Background: an optimization exercise with open tools, aiming at small area, a short achievable clock period and few clock cycles. Do not read the settings as production practice. At most, simulation tests tie the RTL to the original design; equivalence was not proved. For runs 1 and 2, only the layout was checked, not whether the RTL still works. Power is estimated from default activity; no workload was simulated.

[run.sh]
#!/bin/bash
# synth_recipe.tcl (not shown) runs the flow's synth.tcl, then flattens the netlist and writes it again
# the make line also repeats each setting of config.mk as NAME=value (left out here)
make -C /OpenROAD-flow-scripts/flow DESIGN_CONFIG=/design/flow/config.mk WORK_HOME=/design/flow/orfs CLKGATE_MAP_FILE= SYNTH_SCRIPT=/design/flow/synth_recipe.tcl finish
[config.mk]
export PLATFORM = sky130hd
export DESIGN_NAME = sbtp_framer
export DESIGN_NICKNAME = sbtp_framer
export VERILOG_FILES = /design/flow/design.v
export SDC_FILE = /design/flow/constraint.sdc
export NUM_CORES = 4
export LEC_CHECK = 0
export CAP_MARGIN = 20
export CORE_MARGIN = 2
export CORE_UTILIZATION = 40
export CTS_CLUSTER_DIAMETER = 80
export CTS_CLUSTER_SIZE = 30
export PLACE_DENSITY = 0.6
export SETUP_SLACK_MARGIN = 5.0
export SLEW_MARGIN = 20
[constraint.sdc]
create_clock -name core_clock -period 8.0 [get_ports {clk}]
set_input_delay 1.6000 -clock core_clock [delete_from_list [all_inputs] [get_ports {clk}]]
set_output_delay 1.6000 -clock core_clock [all_outputs]
set_load 0.01 [all_outputs]
[design.v]
module sbtp_crc8_step (
    input  wire [7:0] crc_in,
    input  wire [7:0] data,
    output wire [7:0] crc_out
);
    wire [7:0] s0 = crc_in ^ data;
    wire [7:0] s1 = s0[7] ? ({s0[6:0], 1'b0} ^ 8'hD5) : {s0[6:0], 1'b0};
    wire [7:0] s2 = s1[7] ? ({s1[6:0], 1'b0} ^ 8'hD5) : {s1[6:0], 1'b0};
    wire [7:0] s3 = s2[7] ? ({s2[6:0], 1'b0} ^ 8'hD5) : {s2[6:0], 1'b0};
    wire [7:0] s4 = s3[7] ? ({s3[6:0], 1'b0} ^ 8'hD5) : {s3[6:0], 1'b0};
    wire [7:0] s5 = s4[7] ? ({s4[6:0], 1'b0} ^ 8'hD5) : {s4[6:0], 1'b0};
    wire [7:0] s6 = s5[7] ? ({s5[6:0], 1'b0} ^ 8'hD5) : {s5[6:0], 1'b0};
    wire [7:0] s7 = s6[7] ? ({s6[6:0], 1'b0} ^ 8'hD5) : {s6[6:0], 1'b0};
    wire [7:0] s8 = s7[7] ? ({s7[6:0], 1'b0} ^ 8'hD5) : {s7[6:0], 1'b0};
    assign crc_out = s8;
endmodule
module sbtp_tx (
    input  wire       clk,
    input  wire       rst,
    input  wire       in_valid,
    output reg        in_ready,
    input  wire [7:0] in_data,
    input  wire       in_last,
    input  wire       in_empty,
    output reg        out_valid,
    input  wire       out_ready,
    input  wire       out_err,
    output reg  [7:0] out_data,
    output reg        done,
    output reg  [1:0] status
);
    localparam [1:0] ST_OK = 2'd0, ST_OVF = 2'd1, ST_TERR = 2'd2;
    localparam QB = 3;               
    localparam FB = 3;               
    reg       hv, sv;
    reg [7:0] hd, sd;
    reg       hl, sl, he, se;
    reg       hc, sc;                
    wire      in_fire = in_valid && in_ready;
    wire      in_ctrl = (in_data == 8'h55) || (in_data == 8'hAA) || (in_data == 8'h5A);
    wire      pop;                   
    always @(posedge clk) begin
        if (rst) begin
            hv <= 1'b0;
            sv <= 1'b0;
            in_ready <= 1'b1;
        end else begin
            if (!hv || pop) begin
                if (sv) begin
                    hd <= sd; hl <= sl; he <= se; hc <= sc; hv <= 1'b1;
                    if (in_fire) begin
                        sd <= in_data; sl <= in_last; se <= in_empty; sc <= in_ctrl;
                    end else begin
                        sv <= 1'b0;
                    end
                end else if (in_fire) begin
                    hd <= in_data; hl <= in_last; he <= in_empty; hc <= in_ctrl; hv <= 1'b1;
                end else begin
                    hv <= 1'b0;
                end
                in_ready <= 1'b1;
                if (sv && in_fire) in_ready <= 1'b0;
            end else if (in_fire) begin
                sd <= in_data; sl <= in_last; se <= in_empty; sc <= in_ctrl; sv <= 1'b1;
                in_ready <= 1'b0;
            end
        end
    end
    localparam PB = 4;               
    reg  [7:0] wph;
    reg  [8:0] wr9;                  
    reg  [8:0] rd9;                  
    reg  [8:0] cur_start9;           
    reg  [7:0] wdist;                
    reg  [7:0] cdist;                
    wire       wen;
    reg  [4:0] tap;
    wire [7:0] tap_data;
    sbtp_ring #(.PB(PB)) u_ring (.clk(clk), .we(wen), .wdata(hd), .wport(wdist[7:PB]),
                                 .tap(tap), .rdata(tap_data));
    wire [8:0] arc     = wr9 - rd9;
    reg        afree;
    wire       can_adv = (wdist[PB-1:0] == 0) && afree;
    reg  [7:0] q_len   [0:(1<<QB)-1];    
    reg        q_ovf   [0:(1<<QB)-1];
    reg  [QB:0] q_wp, q_sp;          
    wire [QB:0] q_used  = q_wp - q_sp;
    reg         q_space;
    wire        s_avail = (q_sp != q_wp);
    reg  [7:0] elen;
    reg        in_frame;
    reg        drain;
    reg        e254, e255;           
    wire       h_ovf    = e255 || (e254 && hc);    
    wire [7:0] elen_inc = elen + (hc ? 8'd2 : 8'd1);
    reg        w_we, w_pop, w_push, w_pov, w_rew;
    reg  [7:0] w_plen;
    always @(*) begin
        w_we = 1'b0; w_pop = 1'b0; w_push = 1'b0; w_pov = 1'b0; w_rew = 1'b0;
        w_plen = elen_inc;
        if (hv) begin
            if (drain) begin
                w_pop = 1'b1;
                w_push = hl; w_pov = 1'b1;
            end else if (he) begin
                if (q_space) begin
                    w_pop = 1'b1; w_push = 1'b1;
                    w_plen = 8'd0;
                end
            end else if (h_ovf) begin
                w_pop = 1'b1; w_rew = 1'b1;
                w_push = hl; w_pov = 1'b1;
            end else if (can_adv && (in_frame || q_space)) begin
                w_we = 1'b1; w_pop = 1'b1;
                w_push = hl;
            end
        end
    end
    assign pop = w_pop;
    assign wen = w_we;
    always @(posedge clk) begin
        if (rst) begin
            wph <= 8'd0;
            wr9 <= 9'd0;
            wdist <= 8'd0;
            cur_start9 <= 9'd0;
            cdist <= 8'd0;
            elen <= 8'd0;
            e254 <= 1'b0;
            e255 <= 1'b0;
            afree <= 1'b1;
            q_space <= 1'b1;
            in_frame <= 1'b0;
            drain <= 1'b0;
            q_wp <= 0;
        end else begin
            wph <= wph + 8'd1;
            cdist <= cdist + 8'd1;
            afree <= (arc < 9'd255);
            q_space <= (q_used < (1 << QB) - 1);
            if (w_rew) begin
                wr9 <= cur_start9;
                wdist <= cdist + 8'd1;
            end else if (w_we) begin
                wr9 <= wr9 + 9'd1;
            end else begin
                wdist <= wdist + 8'd1;
            end
            if (hv) begin
                if (drain) begin
                    if (hl) drain <= 1'b0;
                end else if (he) begin
                end else if (h_ovf) begin
                    in_frame <= 1'b0; elen <= 8'd0;
                    e254 <= 1'b0; e255 <= 1'b0;
                    drain <= !hl;
                end else if (w_we) begin
                    if (!in_frame) begin
                        cur_start9 <= wr9;
                        cdist <= wdist + 8'd1;
                    end
                    in_frame <= !hl;
                    elen <= hl ? 8'd0 : elen_inc;
                    e254 <= !hl && (elen_inc == 8'd254);
                    e255 <= !hl && (elen_inc == 8'd255);
                end
            end
            if (w_push) begin
                q_len[q_wp[QB-1:0]]   <= w_plen;
                q_ovf[q_wp[QB-1:0]]   <= w_pov;
                q_wp <= q_wp + 1'b1;
            end
        end
    end
    reg  [7:0] rstage;               
    reg  [FB:0] f_cnt;
    reg        t_v;                  
    reg  [7:0] t_d;
    wire [8:0] lim9    = in_frame ? cur_start9 : wr9;
    wire       f_space = (f_cnt < (1 << FB));
    wire       t_move  = t_v && f_space;
    wire       at_tap  = (rstage[2:0] == 3'd0);
    wire       r_take  = at_tap && (!t_v || f_space) && (rd9 != lim9);
    always @(*) tap = rstage[7:3];
    always @(posedge clk) begin
        if (rst) begin
            rd9 <= 9'd0;
            rstage <= 8'd255;
            t_v <= 1'b0;
        end else begin
            if (r_take) rd9 <= rd9 + 9'd1;
            else rstage <= rstage + 8'd1;
            if (r_take) t_v <= 1'b1;
            else if (t_move) t_v <= 1'b0;
        end
    end
    always @(posedge clk) begin
        if (r_take) t_d <= tap_data;
    end
    reg  [8:0] f_mem [0:(1<<FB)-1];
    reg  [FB-1:0] f_wp, f_rp;
    wire       f_pop;
    wire       t_ctrl = (t_d == 8'h55) || (t_d == 8'hAA) || (t_d == 8'h5A);
    always @(posedge clk) begin
        if (t_move) f_mem[f_wp] <= {t_ctrl, t_d};
    end
    always @(posedge clk) begin
        if (rst) begin
            f_wp <= 0; f_rp <= 0; f_cnt <= 0;
        end else begin
            if (t_move) f_wp <= f_wp + 1'b1;
            if (f_pop) f_rp <= f_rp + 1'b1;
            case ({t_move, f_pop})
                2'b10:   f_cnt <= f_cnt + 1'b1;
                2'b01:   f_cnt <= f_cnt - 1'b1;
                default: ;
            endcase
        end
    end
    wire       f_ne   = (f_cnt != 0);
    wire [7:0] f_head = f_mem[f_rp][7:0];
    wire       f_ctrl = f_mem[f_rp][8];
    localparam [2:0] S_IDLE = 3'd0, S_LEN = 3'd1, S_DATA = 3'd2,
                     S_CRC = 3'd3, S_AA = 3'd4, S_FLUSH = 3'd5;
    reg  [2:0] sst;
    reg  [7:0] srem;
    reg        s1;                   
    reg        dpend;                
    reg        sesc;                 
    reg  [7:0] scrc;                 
    wire [7:0] scrc_next;
    sbtp_crc8_step u_crc (.crc_in(scrc), .data(f_head), .crc_out(scrc_next));
    wire [QB-1:0] spi   = q_sp[QB-1:0];
    wire       out_fire = out_valid && out_ready;
    wire       o_free   = !out_valid || out_fire;
    wire       abort    = out_fire && out_err && !dpend;
    wire       s_byte   = f_ne && ((sst == S_FLUSH) ? (srem != 8'd0) :
                                   (sst == S_DATA) && !abort && o_free);
    reg        s_pop_q;              
    always @(*) begin
        s_pop_q = 1'b0;
        if (sst == S_FLUSH) begin
            s_pop_q = (srem == 8'd0);
        end else if (!abort && o_free) begin
            case (sst)
                S_IDLE: s_pop_q = s_avail && q_ovf[spi] && !dpend;
                S_AA:   s_pop_q = 1'b1;
                default: ;
            endcase
        end
    end
    assign f_pop = s_byte && (sesc || !f_ctrl);
    always @(posedge clk) begin
        if (rst) begin
            out_valid <= 1'b0;
            out_data <= 8'h00;
            sst <= S_IDLE;
            srem <= 8'd0;
            s1 <= 1'b0;
            dpend <= 1'b0;
            sesc <= 1'b0;
            scrc <= 8'hFF;
            done <= 1'b0;
            status <= ST_OK;
            q_sp <= 0;
        end else begin
            done <= 1'b0;
            if (s_pop_q) q_sp <= q_sp + 1'b1;
            if (out_fire && dpend) begin
                done <= 1'b1;
                status <= out_err ? ST_TERR : ST_OK;
                dpend <= 1'b0;
            end
            if (s_byte && !sesc) scrc <= scrc_next;
            if (s_byte) begin
                srem <= srem - 8'd1;
                s1 <= (srem == 8'd2);
                sesc <= f_ctrl && !sesc;
            end
            if (sst == S_FLUSH) begin
                if (srem == 8'd0) begin
                    done <= 1'b1;
                    status <= ST_TERR;
                    sst <= S_IDLE;
                end
            end else if (abort) begin
                out_valid <= 1'b0;
                sst <= S_FLUSH;
                if (sst == S_LEN) begin
                    srem <= q_len[spi];
                    s1 <= (q_len[spi] == 8'd1);
                end else if (sst != S_DATA) begin
                    srem <= 8'd0;
                end
            end else if (o_free) begin
                out_valid <= 1'b0;
                case (sst)
                    S_IDLE: begin
                        if (s_avail && !q_ovf[spi]) begin
                            out_valid <= 1'b1;
                            out_data <= 8'h55;
                            sst <= S_LEN;
                        end else if (s_avail && !dpend) begin
                            done <= 1'b1;
                            status <= ST_OVF;
                        end
                    end
                    S_LEN: begin
                        out_valid <= 1'b1;
                        out_data <= q_len[spi];
                        srem <= q_len[spi];
                        s1 <= (q_len[spi] == 8'd1);
                        scrc <= 8'hFF;
                        sst <= (q_len[spi] == 8'd0) ? S_CRC : S_DATA;
                    end
                    S_DATA: begin
                        if (f_ne) begin
                            out_valid <= 1'b1;
                            out_data <= sesc ? (f_head ^ 8'h42) : (f_ctrl ? 8'h5A : f_head);
                            if (s1) sst <= S_CRC;
                        end
                    end
                    S_CRC: begin
                        out_valid <= 1'b1;
                        out_data <= ~scrc;
                        sst <= S_AA;
                    end
                    S_AA: begin
                        out_valid <= 1'b1;
                        out_data <= 8'hAA;
                        dpend <= 1'b1;
                        sst <= S_IDLE;
                    end
                    default: sst <= S_IDLE;
                endcase
            end
        end
    end
endmodule
module sbtp_rx (
    input  wire       clk,
    input  wire       rst,
    input  wire       in_valid,
    output reg        in_ready,
    input  wire [7:0] in_data,
    input  wire       in_err,
    output reg        res_valid,
    output reg  [1:0] res_status,
    output reg  [7:0] res_len,
    output reg        out_valid,
    input  wire       out_ready,
    output reg  [7:0] out_data,
    output reg        out_last
);
    localparam [1:0] ST_OK = 2'd0, ST_FMT = 2'd1, ST_CRC = 2'd2, ST_TERR = 2'd3;
    localparam QB = 2;               
    localparam [2:0] R_HUNT = 3'd0,
                     R_LEN  = 3'd1,
                     R_DATA = 3'd2,
                     R_ESC  = 3'd3,
                     R_CRC  = 3'd4,
                     R_END  = 3'd5;
    reg       hv, sv;
    reg [7:0] hd, sd;
    reg       he, se;
    reg [2:0] hf, sf;                
    wire      in_fire = in_valid && in_ready;
    wire [2:0] in_f   = {in_data == 8'hAA, in_data == 8'h5A, in_data == 8'h55};
    wire      pop;
    always @(posedge clk) begin
        if (rst) begin
            hv <= 1'b0;
            sv <= 1'b0;
            in_ready <= 1'b1;
        end else begin
            if (!hv || pop) begin
                if (sv) begin
                    hd <= sd; he <= se; hf <= sf; hv <= 1'b1;
                    if (in_fire) begin
                        sd <= in_data; se <= in_err; sf <= in_f;
                    end else begin
                        sv <= 1'b0;
                    end
                end else if (in_fire) begin
                    hd <= in_data; he <= in_err; hf <= in_f; hv <= 1'b1;
                end else begin
                    hv <= 1'b0;
                end
                in_ready <= !(sv && in_fire);
            end else if (in_fire) begin
                sd <= in_data; se <= in_err; sf <= in_f; sv <= 1'b1;
                in_ready <= 1'b0;
            end
        end
    end
    reg  [7:0] wph;
    reg  [8:0] wr9;
    reg  [8:0] rd9;
    reg  [8:0] cur_start9;
    localparam PB = 4;               
    reg  [7:0] wdist;                
    wire       wen;
    localparam TB = 4;               
    reg  [7-TB:0] tap;
    wire [7:0] tap_data;
    sbtp_ring #(.PB(PB), .TB(TB)) u_ring (.clk(clk), .we(wen), .wdata(hd), .wport(wdist[7:PB]),
                                 .tap(tap), .rdata(tap_data));
    wire [8:0] arc     = wr9 - rd9;
    reg        afree;
    wire       can_adv = (wdist[PB-1:0] == 0) && afree;
    reg  [8:0] q_start [0:(1<<QB)-1];
    reg  [7:0] q_len   [0:(1<<QB)-1];
    reg  [QB:0] q_wp, q_rp;
    wire [QB:0] q_used  = q_wp - q_rp;
    wire        q_space = !q_used[QB];
    wire        r_avail = (q_rp != q_wp);
    reg  [2:0] pst;
    reg  [7:0] rcnt;
    reg  [7:0] flen;
    reg  [7:0] plen;
    reg  [7:0] crc;
    reg        r1;                   
    reg        cmatch;               
    reg        pnz;                  
    wire       counted  = (pst == R_DATA) || (pst == R_ESC);
    wire       h_esc    = hf[1];
    wire [7:0] app_byte = (pst == R_ESC) ? (hd ^ 8'h42) : hd;
    wire [7:0] crc_next;
    sbtp_crc8_step u_crc (.crc_in(crc), .data(app_byte), .crc_out(crc_next));
    wire       p_take = hv && (he || (counted ? can_adv : ((pst != R_END) || q_space)));
    wire       p_wr   = hv && !he && counted && can_adv;
    assign pop = p_take;
    assign wen = p_wr;
    wire       q_push = p_take && !he && (pst == R_END) && hf[2] && cmatch && pnz;
    wire       w_adv  = counted ? p_wr : can_adv;
    wire [8:0] wr9_next = wr9 + (w_adv ? 9'd1 : 9'd0);
    always @(posedge clk) begin
        if (rst) begin
            pst <= R_HUNT;
            wph <= 8'd0;
            wr9 <= 9'd0;
            wdist <= 8'd0;
            cur_start9 <= 9'd0;
            rcnt <= 8'd0;
            flen <= 8'd0;
            plen <= 8'd0;
            crc <= 8'hFF;
            r1 <= 1'b0;
            cmatch <= 1'b0;
            pnz <= 1'b0;
            afree <= 1'b1;
            res_valid <= 1'b0;
            res_status <= ST_OK;
            res_len <= 8'd0;
            q_wp <= 0;
        end else begin
            wph <= wph + 8'd1;
            wr9 <= wr9_next;
            afree <= (arc < 9'd255);
            if (!w_adv) wdist <= wdist + 8'd1;
            if (pst == R_HUNT || pst == R_LEN)
                cur_start9 <= wr9_next;
            res_valid <= 1'b0;
            if (p_take && he) begin
                res_valid  <= 1'b1;
                res_status <= ST_TERR;
                res_len    <= 8'd0;
                pst        <= R_HUNT;
            end else if (p_take) begin
                case (pst)
                    R_HUNT: begin
                        if (hf[0]) pst <= R_LEN;
                    end
                    R_LEN: begin
                        rcnt <= hd;
                        r1   <= (hd == 8'd1);
                        flen <= hd;
                        plen <= 8'd0;
                        pnz  <= 1'b0;
                        crc  <= 8'hFF;
                        pst  <= (hd == 8'd0) ? R_CRC : R_DATA;
                    end
                    R_DATA: begin
                        rcnt <= rcnt - 8'd1;
                        r1   <= (rcnt == 8'd2);
                        if (h_esc) begin
                            if (r1) begin
                                res_valid  <= 1'b1;
                                res_status <= ST_FMT;
                                res_len    <= 8'd0;
                                pst        <= R_HUNT;
                            end else begin
                                pst <= R_ESC;
                            end
                        end else begin
                            plen <= plen + 8'd1;
                            pnz  <= 1'b1;
                            crc  <= crc_next;
                            pst  <= r1 ? R_CRC : R_DATA;
                        end
                    end
                    R_ESC: begin
                        rcnt <= rcnt - 8'd1;
                        r1   <= (rcnt == 8'd2);
                        plen <= plen + 8'd1;
                        pnz  <= 1'b1;
                        crc  <= crc_next;
                        pst  <= r1 ? R_CRC : R_DATA;
                    end
                    R_CRC: begin
                        cmatch <= ((~crc) == hd);
                        pst  <= R_END;
                    end
                    R_END: begin
                        res_valid <= 1'b1;
                        res_len   <= 8'd0;
                        pst       <= R_HUNT;
                        if (!hf[2]) begin
                            res_status <= ST_FMT;
                        end else if (!cmatch) begin
                            res_status <= ST_CRC;
                        end else begin
                            res_status <= ST_OK;
                            res_len    <= plen;
                        end
                    end
                    default: pst <= R_HUNT;
                endcase
            end
            if (q_push) begin
                q_start[q_wp[QB-1:0]] <= cur_start9;
                q_len[q_wp[QB-1:0]]   <= flen;
                q_wp <= q_wp + 1'b1;
            end
        end
    end
    reg        ractive;
    reg  [7:0] rstage;
    reg  [7:0] rrem;
    reg        rr1;                  
    reg        u_v, u_l, u_5a, uesc;
    reg  [7:0] u_d;
    reg        ov_sk;                
    wire       u_pref  = !uesc && u_5a;
    wire       u_push  = u_v && !u_pref && !ov_sk;
    wire       u_move  = u_v && (u_pref || !ov_sk);
    wire [7:0] u_byte  = uesc ? (u_d ^ 8'h42) : u_d;
    wire       at_tap  = (rstage[TB-1:0] == 0);
    wire       r_take  = ractive && at_tap && (!u_v || u_move);
    wire       r_fin   = r_take && rr1;
    wire       r_load  = r_avail && (!ractive || r_fin);
    wire [QB-1:0] rpi  = q_rp[QB-1:0];
    always @(*) tap = rstage[7:TB];
    always @(posedge clk) begin
        if (rst) begin
            ractive <= 1'b0;
            rd9 <= 9'd0;
            rstage <= 8'd0;
            rrem <= 8'd0;
            rr1 <= 1'b0;
            q_rp <= 0;
            u_v <= 1'b0;
            uesc <= 1'b0;
        end else begin
            if (u_move) uesc <= u_pref;
            if (r_take) begin
                u_v <= 1'b1;
                u_d <= tap_data;
                u_5a <= (tap_data == 8'h5A);
                u_l <= rr1;
            end else if (u_move) begin
                u_v <= 1'b0;
            end
            if (r_load) begin
                q_rp <= q_rp + 1'b1;
                ractive <= 1'b1;
                rd9 <= q_start[rpi];
                rstage <= wph - q_start[rpi][7:0];
                rrem <= q_len[rpi];
                rr1 <= (q_len[rpi] == 8'd1);
            end else if (r_take) begin
                rd9 <= rd9 + 9'd1;
                rrem <= rrem - 8'd1;
                rr1 <= (rrem == 8'd2);
                if (r_fin) ractive <= 1'b0;
            end else if (ractive) begin
                rstage <= rstage + 8'd1;
            end else begin
                rd9 <= cur_start9;
            end
        end
    end
    reg  [7:0] sk_d;
    reg        sk_l;
    wire       o_fire = out_valid && out_ready;
    always @(posedge clk) begin
        if (rst) begin
            out_valid <= 1'b0;
            ov_sk <= 1'b0;
        end else begin
            if (!out_valid || o_fire) begin
                if (ov_sk) begin
                    out_data <= sk_d; out_last <= sk_l; out_valid <= 1'b1;
                    ov_sk <= 1'b0;
                end else if (u_push) begin
                    out_data <= u_byte; out_last <= u_l; out_valid <= 1'b1;
                end else begin
                    out_valid <= 1'b0;
                end
            end else if (u_push) begin
                sk_d <= u_byte; sk_l <= u_l; ov_sk <= 1'b1;
            end
        end
    end
endmodule
module sbtp_framer (
    input  wire       clk,
    input  wire       rst,
    input  wire       tx_in_valid,
    output wire       tx_in_ready,
    input  wire [7:0] tx_in_data,
    input  wire       tx_in_last,
    input  wire       tx_in_empty,
    output wire       tx_out_valid,
    input  wire       tx_out_ready,
    input  wire       tx_out_err,
    output wire [7:0] tx_out_data,
    output wire       tx_done,
    output wire [1:0] tx_status,
    input  wire       rx_in_valid,
    output wire       rx_in_ready,
    input  wire [7:0] rx_in_data,
    input  wire       rx_in_err,
    output wire       rx_res_valid,
    output wire [1:0] rx_res_status,
    output wire [7:0] rx_res_len,
    output wire       rx_out_valid,
    input  wire       rx_out_ready,
    output wire [7:0] rx_out_data,
    output wire       rx_out_last
);
    sbtp_tx u_tx (
        .clk       (clk),
        .rst       (rst),
        .in_valid  (tx_in_valid),
        .in_ready  (tx_in_ready),
        .in_data   (tx_in_data),
        .in_last   (tx_in_last),
        .in_empty  (tx_in_empty),
        .out_valid (tx_out_valid),
        .out_ready (tx_out_ready),
        .out_err   (tx_out_err),
        .out_data  (tx_out_data),
        .done      (tx_done),
        .status    (tx_status)
    );
    sbtp_rx u_rx (
        .clk        (clk),
        .rst        (rst),
        .in_valid   (rx_in_valid),
        .in_ready   (rx_in_ready),
        .in_data    (rx_in_data),
        .in_err     (rx_in_err),
        .res_valid  (rx_res_valid),
        .res_status (rx_res_status),
        .res_len    (rx_res_len),
        .out_valid  (rx_out_valid),
        .out_ready  (rx_out_ready),
        .out_data   (rx_out_data),
        .out_last   (rx_out_last)
    );
endmodule
module sbtp_ring #(
    parameter PB = 4,
    parameter TB = 3
) (
    input  wire        clk,
    input  wire        we,
    input  wire [7:0]  wdata,
    input  wire [7-PB:0] wport,   
    input  wire [7-TB:0] tap,     
    output wire [7:0]  rdata
);
    reg  [2047:0] r;
    wire [2047:0] prev = {r[2039:0], r[2047:2040]};
    genvar s;
    generate
        for (s = 0; s < 256; s = s + 1) begin : g_stage
            if ((s % (1 << PB)) == 0) begin : g_port
                always @(posedge clk)
                    r[s*8 +: 8] <= (we && (wport == (s >> PB))) ? wdata : prev[s*8 +: 8];
            end else begin : g_shift
                always @(posedge clk)
                    r[s*8 +: 8] <= prev[s*8 +: 8];
            end
        end
    endgenerate
    assign rdata = r[{tap, {TB{1'b0}}, 3'd0} +: 8];
endmodule
==> out/qor.log, run 1 <==
qor: global_route.first_pass_grt_wire_length 271000 um
qor: sta.rsz0062_at_grt true
qor: floorplanning.floorplan.initialDensity 40.1%
qor: global_route.grt_pass1_vias 46100
qor: detailed_routing.routed-via-count 46200
qor: pwr.power_switching 7.78 mW
qor: clock_network.clock_sink_count 4643
qor: detailed_routing.route.antenna.remaining_nets 0
qor: pwr.internal 28.8 mW
qor: placed_design.placement.io_buffers 60
qor: pwr.vdd_drop_max 0.204 mV
qor: yosys.synth_compound_gate_area_share 2.14%
qor: placed_design.dpl_cell_area 118000 um^2
qor: sta.timing_hold_violations_final 0
qor: detailed_routing.detailedRoute.firstIterationViolations 2780
qor: global_route.grt_antenna_before_repair 10
qor: yosys.synthCells 6766
qor: clock_network.hold_buffers 0
qor: global_route.global_route.usage.total 12.1%
qor: floorplanning.die-width 536 um
qor: clock_network.clk_path_buf_depth 4
qor: pwr.clkPwrFrac 30.5%
qor: setup_path.slowest_delay 0.41 ns
qor: sta.post-route-period-util 39.8%
qor: clock_network.insertion_delay 0.88 ns
qor: pwr.combPwrFrac 4.3%
qor: detailed_routing.total_wirelength 177000 um
qor: outcome.status complete, no violations
qor: sta.worst_slew_margin_rel 29.6%
qor: yosys.synthSimpleGateAreaFrac 3.16%
qor: setup_path.cp.buffers_inverters 1
qor: detailed_routing.route.detailed.wl_per_inst 16.6 um
qor: finish.multi_input_logic_area 16600 um^2
qor: detailed_routing.detail_route.vias_per_cell 4.32
qor: yosys.synth_flop_cell sky130_fd_sc_hd__dfxtp_1
qor: setup_path.cp-start-kind flop
qor: global_route.grt_overflow 0
qor: yosys.syn_area_per_cell 16.7 um^2
qor: detailed_routing.drc 0
qor: finish.final_cell_mix 4311 x sky130_fd_sc_hd__dfxtp_1, 294 x sky130_fd_sc_hd__edfxtp_1, 275 x sky130_fd_sc_hd__mux2_2, 228 x sky130_fd_sc_hd__nor2_1, 192 x sky130_fd_sc_hd__clkbuf_16
qor: setup_path.critPathMaxFanout 5
qor: setup_path.timing.setup.critical_path_class reg -> out
qor: job.timing.max_cap.violations 0
qor: yosys.synth_xor_xnor_area_share 1.40%
qor: yosys.synthesis.area 113000 um^2
qor: finish.ff_latch_area 96000 um^2
qor: placed_design.place_hpwl 109000 um
qor: sta.skew 0.0439 ns
qor: sta.timing_worst_slew_pin_value 1.05 ns
qor: clock_network.cts_made_buffers 189
qor: hold_path.worstHoldPathType reg -> reg
qor: sta.finalWorstPathRequiredPeriod 3.19 ns
qor: yosys.yosysSeqAreaShare 84.9%
qor: setup_path.crit_path_cell_trace clkdlybuf4s15_1
qor: yosys.number_of_enable_flip_flop_cells_after_synthesis 294
qor: finish.area_growth_syn_to_layout 9.71%
qor: finish.drive_above_1_share 12.8%
qor: setup_path.arrival_time_at_the_worst_endpoint 1.59 ns
qor: sta.timing.final.max_slew_violations 0
qor: clock_network.clock_tree.root_cell sky130_fd_sc_hd__clkbuf_16
qor: yosys.muxShareOfSynthArea 6.79%
qor: yosys.synth_adder_area_share 0.833%
qor: sta.setup-violations-final 0
qor: setup_path.cp_top_family flip-flops
qor: yosys.synth-seq-cells 4643
qor: finish.most_common_cell_after_layout_fill_and_taps_aside sky130_fd_sc_hd__dfxtp_1
qor: pwr.p_total 36.6 mW
qor: pwr.seqPwrFrac 65.3%
qor: clock_network.worst_setup_hold_path_clk_slew 0.11 ns
qor: pwr.power.density 295 nW/um^2
qor: setup_path.critPathRequiredTime 6.40 ns
qor: floorplanning.die_area 287000 um^2
qor: setup_path.timing.critical_path.to_type primary output
qor: yosys.synth_fp_nets 6862
qor: floorplanning.ioPinCount 61
qor: pwr.power_switching_share 21.3%
qor: global_route.grt_max_degree 76
qor: finish.finalNetCount 7011
qor: detailed_routing.first_pass_iters 5
qor: placed_design.last_weighted_congestion_value_of_the_routability_driven_placer 0.774
qor: finish.final_area 124000 um^2
qor: floorplanning.std_cell_rows 195
qor: yosys.main_combinational_cell_family_by_area_after_synthesis multiplexers
qor: yosys.synth_async_sr_flop_share 0%
qor: setup_path.cp_slowest_cell sky130_fd_sc_hd__dfxtp_2
qor: floorplanning.chipHeight 536 um
qor: clock_network.tritoncts_clock_tree built
qor: yosys.synthesis.yosys.warnings 4
qor: pwr.power_leakage 46.9 nW
qor: finish.core_util_final 44.0%
qor: clock_network.clock_tree.htree_level_count 4
qor: sta.setup_tns 0 ns
qor: floorplanning.floorplan_core_area 282000 um^2
qor: sta.fmax 0.314 GHz
qor: finish.final.fill_count 24500
qor: yosys.yosysUniqueCellTypes 86
==> sequential cells by signal, summed over array words and instances, names as in the netlist, 9 cells and up, named ones only <==
| register | count |
|---|---|
| u_rx.wr9 | 9 |
| u_rx.u_ring.r | 2048 |
| u_rx.q_len | 32 |
| u_tx.cur_start9 | 9 |
| u_rx.cur_start9 | 9 |
| u_rx.q_start | 36 |
| u_tx.rd9 | 9 |
| u_tx.q_len | 64 |
| u_rx.rd9 | 9 |
| u_tx.wr9 | 9 |
| u_tx.u_ring.r | 2048 |
| u_tx.f_mem | 72 |
==> power groups by stage <==
stage,combinational [mW],sequential [mW],clock (mW)
global placement,1.48,24.4,0
finish,1.56,23.9,11.2
detailed placement,1.51,24.4,0
floorplan,1.19,24.2,0
CTS,1.56,23.9,11.5
global route,1.72,23.9,12.3
==> kinds of logic (layout without fill, tap and decap cells) <==
logic type               after synthesis  after routing
AND/OR/NAND/NOR                      742            742
AO/OA/AOI/OAI                        392            392
buffers and inverters                234            435
multiplexers                         508            508
flip-flops                          4643           4643
adder cells (fa/ha/maj)               72             72
XOR/XNOR                             175            175
other                                  0              2
==> area by class of cell <==
| cell class | count | share of cell area, % |
|---|---|---|
| multi-input cells | 1889 | 13.4 |
| inverters | 74 | 0.224 |
| clock inverters | 26 | 0.314 |
| diodes | 2 | 0.00404 |
| well taps | 3743 | 3.78 |
| clock buffers | 217 | 3.96 |
| repair buffers | 118 | 0.951 |
| flip-flops and latches | 4643 | 77.4 |
==> per-stage QoR <==
| step | worst slack [ns] | cells | hold slack (ns) |
|---|---|---|---|
| finish | 4.81 | 10700 | 0.303 |
| global route | 4.72 | 10700 | 0.294 |
| CTS | 4.69 | 10700 | 0.296 |
| detailed placement | 3.71 | 10400 | 0.312 |
| global placement | 3.68 | 10400 | 0.310 |
| floorplan | 4.60 | 6766 | 0.310 |
==> repair_timing <==
item	in CTS	in global routing
pin swaps	6	4
buffers inserted	16	7
gates cloned	0	0
gates resized for setup	250	32
endpoints found under the setup margin	353	291
==> layer usage <==
| layer | track usage [%] | up-vias | wire length, um |
|---|---|---|---|
| li1 | - | 22700 | - |
| met3 | 1.96 | 278 | 6570 |
| met1 | 16.8 | 22600 | 85200 |
| met4 | 3.97 | 8 | 5370 |
| met2 | 19.4 | 657 | 80100 |
| met5 | 0 | - | 55 |
==> final timing paths <==
path	start	to	slack [ns]	cells past startpoint
min	u_tx.u_ring.r[458]	u_tx.u_ring.r[466]	0.30	0
max reg2reg	u_rx.pst[1]	u_rx.u_ring.r[4]	4.91	6
max	u_tx.in_ready	tx_in_ready	4.81	1
min reg2reg	u_tx.u_ring.r[458]	u_tx.u_ring.r[466]	0.30	0
==> synth_stat cells, types with 6 or more instances <==
cell                       count  area, um^2
sky130_fd_sc_hd__dfxtp_1    4349       87100
sky130_fd_sc_hd__edfxtp_1    294        8830
sky130_fd_sc_hd__mux2_2      275        3100
sky130_fd_sc_hd__nor2_1      238         893
sky130_fd_sc_hd__nand2_1     205         769
sky130_fd_sc_hd__mux4_2      173        3900
sky130_fd_sc_hd__a21oi_1     145         726
sky130_fd_sc_hd__clkbuf_1    128         480
sky130_fd_sc_hd__xnor2_1     103         902
sky130_fd_sc_hd__inv_1        73         274
sky130_fd_sc_hd__xor2_1       66         578
sky130_fd_sc_hd__ha_1         64         801
sky130_fd_sc_hd__o21ai_0      63         315
sky130_fd_sc_hd__nand3_1      54         270
sky130_fd_sc_hd__a211oi_1     51         383
sky130_fd_sc_hd__and3_1       35         219
sky130_fd_sc_hd__nor3_1       34         170
sky130_fd_sc_hd__mux2_1       31         349
sky130_fd_sc_hd__nand2b_1     31         194
sky130_fd_sc_hd__nor2b_1      30         188
sky130_fd_sc_hd__mux2i_1      25         250
sky130_fd_sc_hd__a22oi_1      24         180
sky130_fd_sc_hd__nor4_1       18         113
sky130_fd_sc_hd__buf_2        17        85.1
sky130_fd_sc_hd__o22ai_1      17         106
sky130_fd_sc_hd__a21o_1       16         120
sky130_fd_sc_hd__nand4_1      16         100
sky130_fd_sc_hd__or3_1        15        93.8
sky130_fd_sc_hd__nand3b_1     12        90.1
sky130_fd_sc_hd__buf_1        11        41.3
sky130_fd_sc_hd__o21ai_1      10        50.1
sky130_fd_sc_hd__a31oi_1       9        56.3
sky130_fd_sc_hd__nor3b_1       8        60.1
sky130_fd_sc_hd__o211ai_1      8        60.1
sky130_fd_sc_hd__o31ai_1       8        60.1
sky130_fd_sc_hd__o21bai_1      7        52.6
sky130_fd_sc_hd__and2_1        6        37.5
sky130_fd_sc_hd__fa_1          6         120
sky130_fd_sc_hd__nor4bb_1      6        60.1
==> worst reg2reg max path: stages, from the launching register on <==
cell and delay (ns):
sky130_fd_sc_hd__dfxtp_1 0.57, sky130_fd_sc_hd__inv_1 0.18, sky130_fd_sc_hd__nor2_1 0.18, sky130_fd_sc_hd__nand3_1 0.22, sky130_fd_sc_hd__nor3_1 0.58, sky130_fd_sc_hd__nand2_1 0.73
sky130_fd_sc_hd__mux2_2 0.51
==> run 2: changes to the inputs <==
--- a/config.mk
+++ b/config.mk
@@ -9,6 +9,6 @@
 export CORE_MARGIN = 2
-export CORE_UTILIZATION = 40
+export CORE_UTILIZATION = 55
 export CTS_CLUSTER_DIAMETER = 80
 export CTS_CLUSTER_SIZE = 30
-export PLACE_DENSITY = 0.6
+export PLACE_DENSITY = 0.7
 export SETUP_SLACK_MARGIN = 5.0
==> run 2 against run 1 <==
  * Non-clock buffer count unchanged
  * Routed wire length decreased by 0.92%
  * Worst setup slack improved by 0.062 ns
  * Clock skew increased by 0.048 ns
  * Largest cell class unchanged
  * Highest routed layer is now met4
==> out/qor.log, run 2 <==
qor: sta.worst_slew_margin_rel 28.6% [-0.95 points]
qor: setup_path.timing.critical_path.to_type flop
qor: yosys.synth_most_common_cell sky130_fd_sc_hd__dfxtp_1
qor: yosys.yosysUniqueCellTypes 86 [unchanged]
qor: global_route.grt_max_degree 89 [+17%]
qor: global_route.first_pass_grt_wire_length 270000 um [-0.30%]
qor: clock_network.clock_sink_count 4643 [unchanged]
qor: finish.area_growth_syn_to_layout 8.53%
qor: sta.rsz0062_at_grt true
qor: placed_design.place_hpwl 107000 um [-1.9%]
qor: yosys.synthesis.yosys.warnings 4 [unchanged]
qor: pwr.power_switching_share 21.5% [+0.20 points]
qor: detailed_routing.detail_route.vias_per_cell 4.80 [+11%]
qor: yosys.syn_area_per_cell 16.7 um^2 [unchanged]
qor: sta.fmax 0.320 GHz [+2.0%]
qor: floorplanning.floorplan.initialDensity 55.3% [+15 points]
qor: placed_design.last_weighted_congestion_value_of_the_routability_driven_placer 0.829 [+7.1%]
qor: finish.most_common_cell_after_layout_fill_and_taps_aside sky130_fd_sc_hd__dfxtp_1
qor: pwr.combPwrFrac 4.4% [about the same]
qor: yosys.post-synth-top-area-fraction 77.0% [unchanged]
qor: pwr.vdd_drop_max 0.249 mV [+22%]
qor: clock_network.tritoncts_clock_tree built
qor: global_route.grt_antenna_before_repair 6 [-4]
qor: placed_design.placed_cells 9384 [-10%]
qor: setup_path.reg2reg_to u_rx.u_ring.r[258]
qor: pwr.seqPwrFrac 65.5% [+0.2 points]
qor: floorplanning.ioPinCount 61 [unchanged]
qor: hold_path.worstHoldPathType reg -> reg
qor: clock_network.clk_path_buf_depth 3 [-1]
qor: setup_path.arrival_time_at_the_worst_endpoint 3.87 ns [+2.28 ns]
qor: sta.timing_worst_slew_pin_value 1.07 ns [+0.0143 ns]
qor: yosys.synthCells 6766 [unchanged]
qor: detailed_routing.first_pass_iters 5 [unchanged]
qor: detailed_routing.detailedRoute.firstIterationViolations 2925 [+5.2%]
qor: pwr.clkPwrFrac 30.1% [-0.4 points]
qor: finish.final_cell_mix 4311 x sky130_fd_sc_hd__dfxtp_1, 294 x sky130_fd_sc_hd__edfxtp_1, 275 x sky130_fd_sc_hd__mux2_2, 224 x sky130_fd_sc_hd__nor2_1, 186 x sky130_fd_sc_hd__nand2_1
qor: setup_path.cp-start-kind flop
qor: pwr.internal 28.6 mW [-0.62%]
qor: setup_path.reg2regPathDepth 6 [unchanged]
qor: sta.post-route-period-util 39.1% [-0.77 points]
qor: detailed_routing.route.antenna.remaining_nets 0 [unchanged]
qor: detailed_routing.route.detailed.wl_per_inst 18.2 um [+9.9%]
qor: outcome.status complete, no violations
qor: clock_network.hold_buffers 0 [unchanged]
qor: clock_network.insertion_delay 0.88 ns [about the same]
qor: yosys.yosys-top-cells-area sky130_fd_sc_hd__dfxtp_1 77%, sky130_fd_sc_hd__edfxtp_1 7.8%, sky130_fd_sc_hd__mux4_2 3.4%
qor: finish.largestRegisters u_rx.u_ring.r (2048), u_tx.u_ring.r (2048), u_tx.f_mem (72)
qor: sta.setup_tns 0 ns [unchanged]
qor: finish.final.fill_count 14900 [-39%]
qor: yosys.synth_fp_nets 6862 [unchanged]
qor: clock_network.worst_setup_hold_path_clk_slew 0.11 ns [about the same]
qor: detailed_routing.drc 0 [unchanged]
qor: pwr.power_switching 7.83 mW [+0.57%]
qor: placed_design.placement.io_buffers 60 [unchanged]
qor: yosys.yosysSeqAreaShare 84.9% [unchanged]
qor: sta.timing.final.max_slew_violations 0 [unchanged]
qor: yosys.number_of_enable_flip_flop_cells_after_synthesis 294 [unchanged]
qor: setup_path.critPathRequiredTime 8.75 ns [+2.35 ns]
qor: finish.final_cell_count_no_fill 9654 [-9.9%]
qor: sta.timing_hold_violations_final 0 [unchanged]
qor: sta.skew 0.0920 ns [+0.0481 ns]
qor: floorplanning.die-width 457 um [-15%]
qor: detailed_routing.routed-via-count 46400 [+0.30%]
qor: pwr.power_leakage 46.8 nW [-0.10%]
qor: job.timing.max_cap.violations 0 [unchanged]
qor: sta.finalWorstPathRequiredPeriod 3.12 ns [-0.0616 ns]
qor: clock_network.clock_tree.root_cell sky130_fd_sc_hd__clkbuf_16
qor: yosys.synthesis.area 113000 um^2 [unchanged]
qor: yosys.synth_top_cells_by_count 4349 x sky130_fd_sc_hd__dfxtp_1, 294 x sky130_fd_sc_hd__edfxtp_1, 275 x sky130_fd_sc_hd__mux2_2, 238 x sky130_fd_sc_hd__nor2_1, 205 x sky130_fd_sc_hd__nand2_1
qor: detailed_routing.total_wirelength 176000 um [-0.92%]
qor: floorplanning.std_cell_rows 166 [-15%]
qor: clock_network.cts_made_buffers 179 [-5.3%]
qor: setup_path.rr_startpoint u_rx.he
qor: pwr.power.density 297 nW/um^2 [+0.72%]
qor: finish.finalNetCount 7003 [-0.11%]
qor: yosys.synth_async_sr_flop_share 0% [unchanged]
qor: setup_path.timing.setup.critical_path_class reg -> reg
qor: floorplanning.chipHeight 457 um [-15%]
qor: yosys.synth_flop_cell sky130_fd_sc_hd__dfxtp_1
qor: setup_path.critPathMaxFanout 8 [+3]
qor: clock_network.clock_tree.htree_level_count 4 [unchanged]
qor: floorplanning.die_area 209000 um^2 [-27%]
qor: yosys.synthDominantAreaCellType sky130_fd_sc_hd__dfxtp_1
qor: floorplanning.floorplan_core_area 204000 um^2 [-27%]
qor: finish.drive_above_1_share 12.9% [+0.13 points]
qor: global_route.grt_pass1_vias 46300 [+0.38%]
qor: setup_path.worstSetupStartpoint u_rx.he
qor: sta.setup-violations-final 0 [unchanged]
qor: global_route.global_route.usage.total 16.7% [+4.6 points]
qor: setup_path.cp-endpoint u_rx.u_ring.r[258]
qor: yosys.synth-seq-cells 4643 [unchanged]
qor: setup_path.ff2ff_setup_slack 4.88 ns [-0.03 ns]
qor: global_route.grt_overflow 0 [unchanged]
[run 2: cell counts after synthesis]
Identical to the previous run, type by type.
[run 2: worst max-delay path, stage by stage (launching register included)]
cell,delay (ns)
sky130_fd_sc_hd__edfxtp_1,0.55
sky130_fd_sc_hd__nor2b_1,0.39
sky130_fd_sc_hd__buf_4,0.25
sky130_fd_sc_hd__nand3_1,0.18
sky130_fd_sc_hd__nor3b_1,0.70
sky130_fd_sc_hd__nand2_2,0.50
sky130_fd_sc_hd__mux2_2,0.42
[run 2: how the worst min path moves through the flow]
stage | from | to | slack [ns] | depth (start not counted)
6_report | u_rx.u_ring.r[1067] | u_rx.u_ring.r[1075] | 0.27 | 0
2_1_floorplan | u_rx.u_ring.r[992] | u_rx.u_ring.r[1000] | 0.31 | 0
4_1_cts | u_rx.u_ring.r[1067] | u_rx.u_ring.r[1075] | 0.27 | 0
3_5_place_dp | u_rx.u_ring.r[1364] | u_rx.u_ring.r[1372] | 0.31 | 0
5_1_grt | u_rx.u_ring.r[1067] | u_rx.u_ring.r[1075] | 0.26 | 0
3_3_place_gp | u_rx.u_ring.r[594] | u_rx.u_ring.r[602] | 0.31 | 0
[run 2: per-stage QoR]
stage               cell area (um^2)  power (mW)  hold slack, ns  setup slack [ns]  utilization (%)
finish                        123000        36.5           0.269              4.88             60.0
global route                  123000        37.7           0.263              4.76             60.0
CTS                           122000        36.7           0.272              4.85             59.9
detailed placement            117000        25.9           0.312              3.74             57.1
global placement              117000        25.9           0.310              3.72             57.1
floorplan                     113000        25.4           0.310              4.60                -
[run 2: layout make-up]
cell class                      count  area (um^2)  share of cell area, %
Inverter                           74          278                  0.226
Timing Repair Buffer              118         1170                  0.956
Tap cell                         2688         3360                   2.74
Sequential cell                  4643        96000                   78.3
Clock buffer                      202         4620                   3.77
Multi-Input combinational cell   1891        16600                   13.6
Antenna cell                        5         12.5                 0.0102
Clock inverter                     33          603                  0.492
[run 2: timing repair]
| action | 4_1_cts | 5_1_grt |
|---|---|---|
| resized for setup | 266 | 42 |
| endpoints found under the hold margin | 0 | 0 |
| setup endpoints to repair | 374 | 368 |
| gates cloned | 1 | 1 |
| buffers inserted | 20 | 8 |
| pin swaps | 8 | 2 |
[run 2: logic make-up after synthesis]
| group | count (synthesis) | share of synthesized area [%] |
|---|---|---|
| multiplexers | 508 | 6.79 |
| XOR/XNOR | 175 | 1.40 |
| flip-flops | 4643 | 84.9 |
| adder cells (fa/ha/maj) | 72 | 0.833 |
| AND/OR/NAND/NOR | 742 | 3.16 |
| buffers and inverters | 234 | 0.816 |
| AO/OA/AOI/OAI | 392 | 2.14 |
[run 2: power by group through the flow]
| stage | logic, mW | clock network (mW) | registers, mW |
|---|---|---|---|
| 5_1_grt | 1.75 | 12.1 | 23.9 |
| 4_1_cts | 1.59 | 11.2 | 23.9 |
| 6_report | 1.60 | 11.0 | 23.9 |
| 3_3_place_gp | 1.44 | 0 | 24.4 |
| 3_5_place_dp | 1.49 | 0 | 24.4 |
| 2_1_floorplan | 1.19 | 0 | 24.2 |
[run 2: routing by layer]
metal	up-vias	global-route usage, %	wire, um
met5	-	0	0
met4	0	4.75	3990
met3	247	2.39	6160
met2	680	26.3	79500
met1	22800	24.3	86100
li1	22700	-	-
==> run 3: changes to the inputs <==
--- a/design.v
+++ b/design.v
@@ -74,3 +74,2 @@
     reg  [7:0] wdist;                
-    reg  [7:0] cdist;                
     wire       wen;
@@ -82,3 +81,4 @@
     reg        afree;
-    wire       can_adv = (wdist[PB-1:0] == 0) && afree;
+    reg        palign;               
+    wire       can_adv = palign && afree;
     reg  [7:0] q_len   [0:(1<<QB)-1];    
@@ -118,2 +118,4 @@
     end
+    wire [7:0] wdist_next = w_rew ? (wph + 8'd1 - cur_start9[7:0]) :
+                            w_we  ? wdist : (wdist + 8'd1);
     assign pop = w_pop;
@@ -125,4 +127,4 @@
             wdist <= 8'd0;
+            palign <= 1'b1;
             cur_start9 <= 9'd0;
-            cdist <= 8'd0;
             elen <= 8'd0;
@@ -137,13 +139,8 @@
             wph <= wph + 8'd1;
-            cdist <= cdist + 8'd1;
             afree <= (arc < 9'd255);
             q_space <= (q_used < (1 << QB) - 1);
-            if (w_rew) begin
-                wr9 <= cur_start9;
-                wdist <= cdist + 8'd1;
-            end else if (w_we) begin
-                wr9 <= wr9 + 9'd1;
-            end else begin
-                wdist <= wdist + 8'd1;
-            end
+            if (w_rew) wr9 <= cur_start9;
+            else if (w_we) wr9 <= wr9 + 9'd1;
+            wdist <= wdist_next;
+            palign <= (wdist_next[PB-1:0] == 0);
             if (hv) begin
@@ -157,6 +154,3 @@
                 end else if (w_we) begin
-                    if (!in_frame) begin
-                        cur_start9 <= wr9;
-                        cdist <= wdist + 8'd1;
-                    end
+                    if (!in_frame) cur_start9 <= wr9;
                     in_frame <= !hl;
@@ -399,3 +393,3 @@
     reg  [8:0] cur_start9;
-    localparam PB = 4;               
+    localparam PB = 5;               
     reg  [7:0] wdist;                
@@ -409,3 +403,4 @@
     reg        afree;
-    wire       can_adv = (wdist[PB-1:0] == 0) && afree;
+    reg        palign;               
+    wire       can_adv = palign && afree;
     reg  [8:0] q_start [0:(1<<QB)-1];
@@ -424,3 +419,3 @@
     reg        pnz;                  
-    wire       counted  = (pst == R_DATA) || (pst == R_ESC);
+    reg        counted;              
     wire       h_esc    = hf[1];
@@ -442,2 +437,4 @@
             wdist <= 8'd0;
+            palign <= 1'b1;
+            counted <= 1'b0;
             cur_start9 <= 9'd0;
@@ -460,2 +457,9 @@
             if (!w_adv) wdist <= wdist + 8'd1;
+            palign <= w_adv ? palign : (wdist[PB-1:0] == {PB{1'b1}});
+            if (p_take) begin
+                if (he) counted <= 1'b0;
+                else if (pst == R_LEN) counted <= (hd != 8'd0);
+                else if (counted) counted <= !r1;
+                else counted <= 1'b0;
+            end
             if (pst == R_HUNT || pst == R_LEN)
@@ -542,7 +546,5 @@
     reg  [7:0] u_d;
-    reg        ov_sk;                
+    wire       o_free  = !out_valid || out_ready;
     wire       u_pref  = !uesc && u_5a;
-    wire       u_push  = u_v && !u_pref && !ov_sk;
-    wire       u_move  = u_v && (u_pref || !ov_sk);
-    wire [7:0] u_byte  = uesc ? (u_d ^ 8'h42) : u_d;
+    wire       u_move  = u_v && (u_pref || o_free);
     wire       at_tap  = (rstage[TB-1:0] == 0);
@@ -592,5 +594,2 @@
     end
-    reg  [7:0] sk_d;
-    reg        sk_l;
-    wire       o_fire = out_valid && out_ready;
     always @(posedge clk) begin
@@ -598,16 +597,6 @@
             out_valid <= 1'b0;
-            ov_sk <= 1'b0;
-        end else begin
-            if (!out_valid || o_fire) begin
-                if (ov_sk) begin
-                    out_data <= sk_d; out_last <= sk_l; out_valid <= 1'b1;
-                    ov_sk <= 1'b0;
-                end else if (u_push) begin
-                    out_data <= u_byte; out_last <= u_l; out_valid <= 1'b1;
-                end else begin
-                    out_valid <= 1'b0;
-                end
-            end else if (u_push) begin
-                sk_d <= u_byte; sk_l <= u_l; ov_sk <= 1'b1;
-            end
+        end else if (o_free) begin
+            out_valid <= u_v && !u_pref;
+            out_data  <= uesc ? (u_d ^ 8'h42) : u_d;
+            out_last  <= u_l;
         end
--- a/config.mk
+++ b/config.mk
@@ -7,8 +7,9 @@
 export LEC_CHECK = 0
+export ABC_AREA = 1
 export CAP_MARGIN = 20
 export CORE_MARGIN = 2
-export CORE_UTILIZATION = 55
+export CORE_UTILIZATION = 40
 export CTS_CLUSTER_DIAMETER = 80
 export CTS_CLUSTER_SIZE = 30
-export PLACE_DENSITY = 0.7
+export PLACE_DENSITY = 0.6
 export SETUP_SLACK_MARGIN = 5.0
==> run 3 against run 2 <==
  * Core utilization is 16 points lower
  * Largest cell class unchanged
  * Non-clock buffer count is 46 higher
  * Highest routed layer unchanged
  * Count of clock-buffer cells in the layout is 9 higher
  * Design area is 1.1% higher
  * Area after synthesis is 0.35% lower
  * Fmax is 3.8% higher
  * Critical path depth is 5 lower
  * Worst hold slack better by 0.027 ns
  * Register-to-register slack better by 0.21 ns
  * Clock power hardly changed
  * Via count is 15% higher
==> out/qor.log, run 3 <==
qor: detailed_routing.detailedRoute.firstIterationViolations 3436 [+17%]
qor: global_route.global_route.usage.total 13.2% [-3.5 points]
qor: sta.rsz0062_at_grt true
qor: clock_network.clock_sink_count 4636 [-0.15%]
qor: detailed_routing.total_wirelength 193000 um [+9.6%]
qor: yosys.number_of_enable_flip_flop_cells_after_synthesis 285 [-3.1%]
qor: floorplanning.std_cell_rows 194 [+17%]
qor: setup_path.slowest_delay 0.38 ns [-0.32 ns]
qor: pwr.combPwrFrac 8.5% [+4.1 points]
qor: finish.finalNetCount 8362 [+19%]
qor: sta.worst_slew_margin_rel 27.4% [-1.2 points]
qor: pwr.seqPwrFrac 62.2% [-3.3 points]
qor: setup_path.critPathRequiredTime 6.40 ns [-2.35 ns]
qor: clock_network.insertion_delay 0.88 ns [about the same]
qor: floorplanning.ioPinCount 61 [unchanged]
qor: setup_path.critPathMaxFanout 1 [-7]
qor: placed_design.last_weighted_congestion_value_of_the_routability_driven_placer 0.810 [-2.2%]
qor: pwr.power.density 310 nW/um^2 [+4.1%]
qor: pwr.p_total 38.4 mW [+5.2%]
qor: setup_path.cp_top_family flip-flops
qor: clock_network.tritoncts_clock_tree built
qor: hold_path.worstHoldPathType reg -> reg
qor: sta.timing_worst_slew_pin_value 1.09 ns [+0.0194 ns]
qor: sta.timing.final.max_slew_violations 0 [unchanged]
qor: detailed_routing.first_pass_iters 6 [+1]
qor: sta.setup-violations-final 0 [unchanged]
qor: yosys.yosys-top-cells-area sky130_fd_sc_hd__dfxtp_1 77%, sky130_fd_sc_hd__edfxtp_1 7.6%, sky130_fd_sc_hd__o21ai_0 2.8%
qor: floorplanning.floorplan.initialDensity 40.3% [-15 points]
qor: floorplanning.die_area 286000 um^2 [+37%]
qor: setup_path.cp-start-kind flop
qor: sta.fmax 0.332 GHz [+3.8%]
qor: setup_path.cp.buffers_inverters 1 [unchanged]
qor: outcome.status complete, no violations
qor: floorplanning.die-width 535 um [+17%]
qor: placed_design.dpl_cell_area 118000 um^2 [+0.74%]
qor: clock_network.cts_made_buffers 191 [+6.7%]
qor: pwr.clkPwrFrac 29.3% [-0.8 points]
qor: yosys.post-synth-top-area-fraction 77.3% [+0.31 points]
qor: yosys.synth-seq-cells 4636 [-0.15%]
qor: yosys.synth_top_cells_by_count 4351 x sky130_fd_sc_hd__dfxtp_1, 742 x sky130_fd_sc_hd__nand2_1, 621 x sky130_fd_sc_hd__o21ai_0, 558 x sky130_fd_sc_hd__nor2_1, 359 x sky130_fd_sc_hd__inv_1
qor: detailed_routing.detail_route.vias_per_cell 4.43 [-7.8%]
qor: floorplanning.floorplan_core_area 280000 um^2 [+37%]
qor: finish.final.fill_count 24900 [+67%]
qor: yosys.synth_flop_cell sky130_fd_sc_hd__dfxtp_1
qor: sta.post-route-period-util 37.6% [-1.4 points]
qor: yosys.synth_most_common_cell sky130_fd_sc_hd__dfxtp_1
qor: sta.setup_tns 0 ns [unchanged]
qor: yosys.synth_fp_nets 8201 [+20%]
qor: pwr.power_switching_share 23.9% [+2.4 points]
qor: detailed_routing.drc 0 [unchanged]
qor: yosys.synthCells 8098 [+20%]
qor: setup_path.arrival_time_at_the_worst_endpoint 1.41 ns [-2.46 ns]
qor: yosys.yosysUniqueCellTypes 65 [-24%]
qor: yosys.yosysSeqAreaShare 84.9% [+0.093 points]
qor: job.timing.max_cap.violations 0 [unchanged]
qor: placed_design.place_hpwl 117000 um [+9.3%]
qor: pwr.vdd_drop_max 0.206 mV [-17%]
qor: setup_path.crit_path_cell_trace buf_2
qor: sta.finalWorstPathRequiredPeriod 3.01 ns [-0.113 ns]
qor: detailed_routing.routed-via-count 53300 [+15%]
qor: global_route.grt_antenna_before_repair 8 [+2]
qor: setup_path.timing.critical_path.to_type primary output
qor: yosys.synth_async_sr_flop_share 0% [unchanged]
qor: yosys.synthDominantAreaCellType sky130_fd_sc_hd__dfxtp_1
qor: sta.layout_setup_ws 4.99 ns [+0.113 ns]
qor: global_route.grt_max_degree 62 [-30%]
qor: global_route.grt_pass1_vias 53000 [+14%]
qor: detailed_routing.route.detailed.wl_per_inst 16.0 um [-12%]
qor: finish.area_growth_syn_to_layout 10.1%
qor: setup_path.cp_slowest_cell sky130_fd_sc_hd__edfxtp_1
qor: pwr.power_switching 9.15 mW [+17%]
qor: finish.largestRegisters u_rx.u_ring.r (2048), u_tx.u_ring.r (2048), u_tx.f_mem (72)
qor: placed_design.placement.io_buffers 60 [unchanged]
qor: yosys.synthesis.yosys.warnings 4 [unchanged]
qor: finish.most_common_cell_after_layout_fill_and_taps_aside sky130_fd_sc_hd__dfxtp_1
qor: pwr.internal 29.2 mW [+2.0%]
qor: floorplanning.chipHeight 535 um [+17%]
qor: global_route.grt_overflow 0 [unchanged]
qor: yosys.syn_area_per_cell 13.9 um^2 [-17%]
qor: sta.timing_hold_violations_final 0 [unchanged]
qor: pwr.power_leakage 47.8 nW [+2.1%]
qor: clock_network.worst_setup_hold_path_clk_slew 0.11 ns [about the same]
qor: setup_path.timing.setup.critical_path_class reg -> out
qor: sta.skew 0.0486 ns [-0.0435 ns]
qor: global_route.first_pass_grt_wire_length 301000 um [+11%]
qor: detailed_routing.route.antenna.remaining_nets 0 [unchanged]
qor: finish.drive_above_1_share 6.44% [-6.4 points]
qor: finish.final_area 124000 um^2 [+1.1%]
qor: yosys.synthesis.area 113000 um^2 [-0.35%]
qor: placed_design.dp_worst_setup_slack 3.24 ns [-0.501 ns]
qor: finish.final_cell_mix 4318 x sky130_fd_sc_hd__dfxtp_1, 728 x sky130_fd_sc_hd__nand2_1, 609 x sky130_fd_sc_hd__o21ai_0, 539 x sky130_fd_sc_hd__nor2_1, 343 x sky130_fd_sc_hd__inv_1
qor: clock_network.clock_tree.htree_level_count 4 [unchanged]
qor: clock_network.clock_tree.root_cell sky130_fd_sc_hd__clkbuf_16
qor: clock_network.clk_path_buf_depth 4 [+1]
run 3: cells by family (layout without fill, tap and decap cells):
group | Yosys count | count (layout) | share of synthesized area (%)
AO/OA/AOI/OAI | 1112 | 1112 | 5.58
XOR/XNOR | 93 | 93 | 0.780
adder cells (fa/ha/maj) | 77 | 77 | 0.902
buffers and inverters | 576 | 787 | 1.97
flip-flops | 4636 | 4636 | 84.9
multiplexers | 1 | 1 | 0.00889
other | 0 | 12 | 0
AND/OR/NAND/NOR | 1603 | 1604 | 5.81
run 3: path summary, 6_finish.rpt:
kind                            from                 end  slack (ns)  depth (start not counted)
setup reg to reg      u_tx.rstage[5]         u_tx.t_d[2]        5.09                          5
hold / removal    u_tx.u_ring.r[353]  u_tx.u_ring.r[361]        0.30                          0
setup / recovery    u_rx.out_data[7]      rx_out_data[7]        4.99                          1
hold reg to reg   u_tx.u_ring.r[353]  u_tx.u_ring.r[361]        0.30                          0
run 3: area by class of cell:
| type | count | area, um^2 | share of cell area (%) |
|---|---|---|---|
| timing repair buffer | 164 | 1460 | 1.18 |
| clock buffer | 211 | 4910 | 3.96 |
| sequential | 4636 | 95700 | 77.2 |
| multi-input combinational | 2887 | 15200 | 12.2 |
| antenna | 12 | 30.0 | 0.0242 |
| timing repair inverter | 2 | 16.3 | 0.0131 |
| tap | 3724 | 4660 | 3.76 |
| inverter | 377 | 1510 | 1.22 |
| clock inverter | 33 | 497 | 0.401 |
run 3: layer usage:
layer  up-vias  share of wire, %  routed length (um)  GRT usage [%]
li1      26500                 -                   -              -
met1     25700                50               96800           19.2
met2       844                44               84100           20.8
met3       281               3.6                6970           1.80
met4         0               2.5                4760           3.61
met5         -                 0                   0              0
run 3: worst reg2reg max path, delay by kind of cell (launching register included):
kind                   cells  cell delay [ns]
flip-flops                 1             0.33
buffers and inverters      2             0.82
AO/OA/AOI/OAI              2             1.34
AND/OR/NAND/NOR            1             0.10
run 3: stage by stage:
step                      instances  utilization [%]  hold slack (ns)
after global placement        11700             42.0            0.310
after detailed placement      11700             42.1            0.312
after CTS                     12000             44.2            0.296
after floorplan                8098                -            0.310
final                         12000             44.3            0.296
after global routing          12000             44.3            0.294
run 3: timing repair:
item / 4_1_cts / 5_1_grt
buffers inserted: 34 / 26
resized for setup: 252 / 46
hold buffers: 0 / 0
pin swaps: 19 / 9
cloned: 2 / 2
setup endpoints to repair: 346 / 240
run 3: power by group through the flow:
stage	logic [mW]	clock network, mW	registers (mW)
final	3.26	11.2	23.9
after global routing	3.62	12.4	23.9
after CTS	3.13	11.6	23.9
after detailed placement	2.98	0	24.4
after global placement	2.93	0	24.4
after floorplan	1.99	0	24.3
Testbench counts of run 3, summed over its fixed seeds: cycles 17,428.
==> run 4: changes to the inputs <==
--- a/config.mk
+++ b/config.mk
@@ -7,3 +7,2 @@
 export LEC_CHECK = 0
-export ABC_AREA = 1
 export CAP_MARGIN = 20
==> run 4 against run 3 <==
  * Sequential share of layout area increased by 0.43 points
  * Largest power group unchanged
  * Routed wire length shrank 9.8%
  * Highest routed layer is now met5
  * Fmax increased by 0.10%
  * Critical endpoint is now rx_out_data[5]
==> out/qor.log, run 4 <==
qor: placed_design.placement.io_buffers 60 [unchanged]
qor: clock_network.clock_sink_count 4636 [unchanged]
qor: setup_path.ff2ff_setup_slack 5.07 ns [-0.02 ns]
qor: yosys.synthDominantAreaCellType sky130_fd_sc_hd__dfxtp_1
qor: clock_network.tritoncts_clock_tree built
qor: yosys.yosysSeqAreaShare 85.5% [+0.58 points]
qor: global_route.grt_overflow 0 [unchanged]
qor: floorplanning.floorplan.initialDensity 40.1% [-0.14 points]
qor: setup_path.worstSetupStartpoint u_rx.out_data[5]
qor: detailed_routing.total_wirelength 174000 um [-9.8%]
qor: finish.final.fill_count 24300 [-2.4%]
qor: yosys.syn_area_per_cell 16.7 um^2 [+20%]
qor: clock_network.clk_path_buf_depth 4 [unchanged]
qor: detailed_routing.first_pass_iters 7 [+1]
qor: finish.multi_input_logic_area 15900 um^2 [+4.7%]
qor: finish.area_growth_syn_to_layout 10.3%
qor: hold_path.whs_endpoint u_rx.u_ring.r[1597]
qor: yosys.synthCells 6681 [-17%]
qor: sta.whs 0.275 ns [-0.0209 ns]
qor: finish.final_cell_mix 4311 x sky130_fd_sc_hd__dfxtp_1, 285 x sky130_fd_sc_hd__edfxtp_1, 223 x sky130_fd_sc_hd__nor2_1, 192 x sky130_fd_sc_hd__clkbuf_16, 173 x sky130_fd_sc_hd__mux2_1
qor: yosys.yosysUniqueCellTypes 79 [+22%]
qor: sta.rsz0062_at_grt true
qor: global_route.grt_antenna_before_repair 8 [unchanged]
qor: sta.setup-violations-final 0 [unchanged]
qor: detailed_routing.detail_route.vias_per_cell 4.28 [-3.3%]
qor: outcome.status complete, no violations
qor: finish.finalNetCount 6964 [-17%]
qor: yosys.synth_flop_cell sky130_fd_sc_hd__dfxtp_1
qor: pwr.power_leakage 46.9 nW [-1.9%]
qor: pwr.power.density 298 nW/um^2 [-3.7%]
qor: finish.largestRegisters u_rx.u_ring.r (2048), u_tx.u_ring.r (2048), u_tx.f_mem (72)
qor: floorplanning.std_cell_rows 194 [unchanged]
qor: setup_path.slowest_delay 0.39 ns [about the same]
qor: yosys.synth_most_common_cell sky130_fd_sc_hd__dfxtp_1
qor: finish.ff_latch_area 95800 um^2 [about the same]
qor: sta.worst_slew_margin_rel 27.5% [+0.16 points]
qor: detailed_routing.route.detailed.wl_per_inst 16.3 um [+2.0%]
qor: sta.post-route-period-util 37.6% [-0.039 points]
qor: global_route.first_pass_grt_wire_length 266000 um [-11%]
qor: detailed_routing.route.antenna.remaining_nets 0 [unchanged]
qor: floorplanning.die_area 284000 um^2 [-0.68%]
qor: sta.timing_worst_slew_pin_value 1.09 ns [-0.000849 ns]
qor: finish.drive_above_1_share 10.3% [+3.8 points]
qor: yosys.synthesis.area 112000 um^2 [-0.68%]
qor: sta.timing_hold_violations_final 0 [unchanged]
qor: yosys.yosys-top-cells-area sky130_fd_sc_hd__dfxtp_1 78%, sky130_fd_sc_hd__edfxtp_1 7.7%, sky130_fd_sc_hd__mux4_2 3.4%
qor: floorplanning.floorplan_core_area 279000 um^2 [-0.35%]
qor: yosys.post-synth-top-area-fraction 77.9% [+0.53 points]
qor: setup_path.cp_top_family flip-flops
qor: job.timing.max_cap.violations 0 [unchanged]
qor: hold_path.worstHoldPathCells 0 [unchanged]
qor: yosys.number_of_enable_flip_flop_cells_after_synthesis 285 [unchanged]
qor: yosys.synth-seq-cells 4636 [unchanged]
qor: pwr.vdd_drop_max 0.162 mV [-21%]
qor: clock_network.worst_setup_hold_path_clk_slew 0.10 ns [about the same]
qor: yosys.synthesis.yosys.warnings 4 [unchanged]
qor: floorplanning.die-width 533 um [-0.34%]
qor: clock_network.cts_made_buffers 191 [unchanged]
qor: setup_path.rr_startpoint u_rx.q_rp[1]
qor: detailed_routing.drc 0 [unchanged]
qor: clock_network.clock_tree.htree_level_count 4 [unchanged]
qor: detailed_routing.routed-via-count 45600 [-15%]
qor: global_route.global_route.usage.total 12.0% [-1.2 points]
qor: finish.most_common_cell_after_layout_fill_and_taps_aside sky130_fd_sc_hd__dfxtp_1
qor: hold_path.min_from u_rx.u_ring.r[1589]
qor: floorplanning.ioPinCount 61 [unchanged]
qor: floorplanning.chipHeight 533 um [-0.34%]
qor: global_route.grt_max_degree 147 [+140%]
qor: sta.skew 0.0587 ns [+0.0101 ns]
qor: sta.setup_tns 0 ns [unchanged]
qor: yosys.synth_top_cells_by_count 4351 x sky130_fd_sc_hd__dfxtp_1, 285 x sky130_fd_sc_hd__edfxtp_1, 239 x sky130_fd_sc_hd__nor2_1, 176 x sky130_fd_sc_hd__nand2_1, 173 x sky130_fd_sc_hd__mux2_1
-- run 4: changes by cell type after synthesis, sizes merged, moves of 59 or more --
cell and delta:
a21oi -62, inv -291, mux2 +230, mux4 +173
nand2 -579, nand3 -97, nor2 -320, o21ai -532
o22ai -59, xnor2 +83
-- run 4: cell type report --
cell class	instances	share of cell area (%)
antenna	4	0.00812
clock buffer	220	3.99
clock inverter	33	0.428
inverter	78	0.239
multi-input combinational	1819	12.9
sequential	4636	77.6
tap	3724	3.78
timing repair buffer	135	1.04
-- run 4: cell families (layout without fill, tap and decap cells) --
| logic type | count (synthesis) | in the layout | synth area share, % |
|---|---|---|---|
| flops | 4636 | 4636 | 85.5 |
| buf+inv | 229 | 466 | 0.788 |
| xor+xnor | 175 | 175 | 1.39 |
| compound gates | 388 | 388 | 2.08 |
| mux | 434 | 434 | 6.09 |
| other cells | 0 | 4 | 0 |
| simple gates | 741 | 744 | 3.19 |
| fa+ha+maj | 78 | 78 | 0.917 |
-- run 4: metrics by stage --
step                      total power, mW  area, um^2
after floorplan                      25.4      112000
after global placement               25.9      117000
after detailed placement             26.0      117000
after CTS                            37.1      123000
after global routing                 38.1      123000
final                                36.8      123000
-- run 4: how the worst max path moves through the flow --
stage | cells after the start | endpoint | slack, ns
after global routing | 1 | rx_out_last | 4.90
after CTS | 7 | u_tx.u_ring.r[1282] | 4.74
after global placement | 13 | u_tx.f_cnt[3] | 3.37
after floorplan | 12 | u_tx.f_cnt[3] | 4.59
after detailed placement | 13 | u_tx.f_cnt[3] | 3.39
final | 1 | rx_out_data[5] | 4.99
-- run 4: power by group --
group	leakage [nW]	internal (mW)	switching (mW)
combinational	6.56	0.714	0.956
clock	2.64	4.59	6.67
sequential	37.7	23.5	0.293
total	46.9	28.8	7.92
-- run 4: per-layer routing --
metal | vias up | wire length [um] | global-route usage (%)
li1 | 22400 | - | -
met1 | 22200 | 89300 | 17.9
met2 | 648 | 73400 | 18.0
met3 | 288 | 6690 | 1.98
met4 | 2 | 4240 | 3.18
met5 | - | 13 | 0
-- run 4: repair_timing --
item                       4_1_cts  5_1_grt
pin swaps                        7       16
setup buffers                   23       25
gates cloned                     3        0
setup endpoints to repair      389      331
resized for setup              251       63

[separate check: timing with driven ports]
The flow's constraints put no driver on any port. The routed layouts listed below were extracted and timed again, unchanged, in two steps. Step 1: set_driving_cell puts a clkbuf_16 on clk and a buf_2 on each other input, an assumption about the parent block. Step 2 times the ports against the registers' clock, not the clock port: input delays grow and output delays shrink by t, the midpoint of the rising clock arrivals with the driver on. Slacks: no drivers / after step 1 / after step 2; pairs: no drivers / after step 1.
run | t (ns) | setup WS [ns]
run 1 | 0.948 | 4.814 / 4.724 / 4.224
run 2 | 0.916 | 4.875 / 4.875 / 4.297
run 3 | 0.950 | 4.989 / 4.898 / 4.130
run 4 | 0.925 | 4.992 / 4.904 / 4.202
After both steps setup and hold are still met in every run listed.
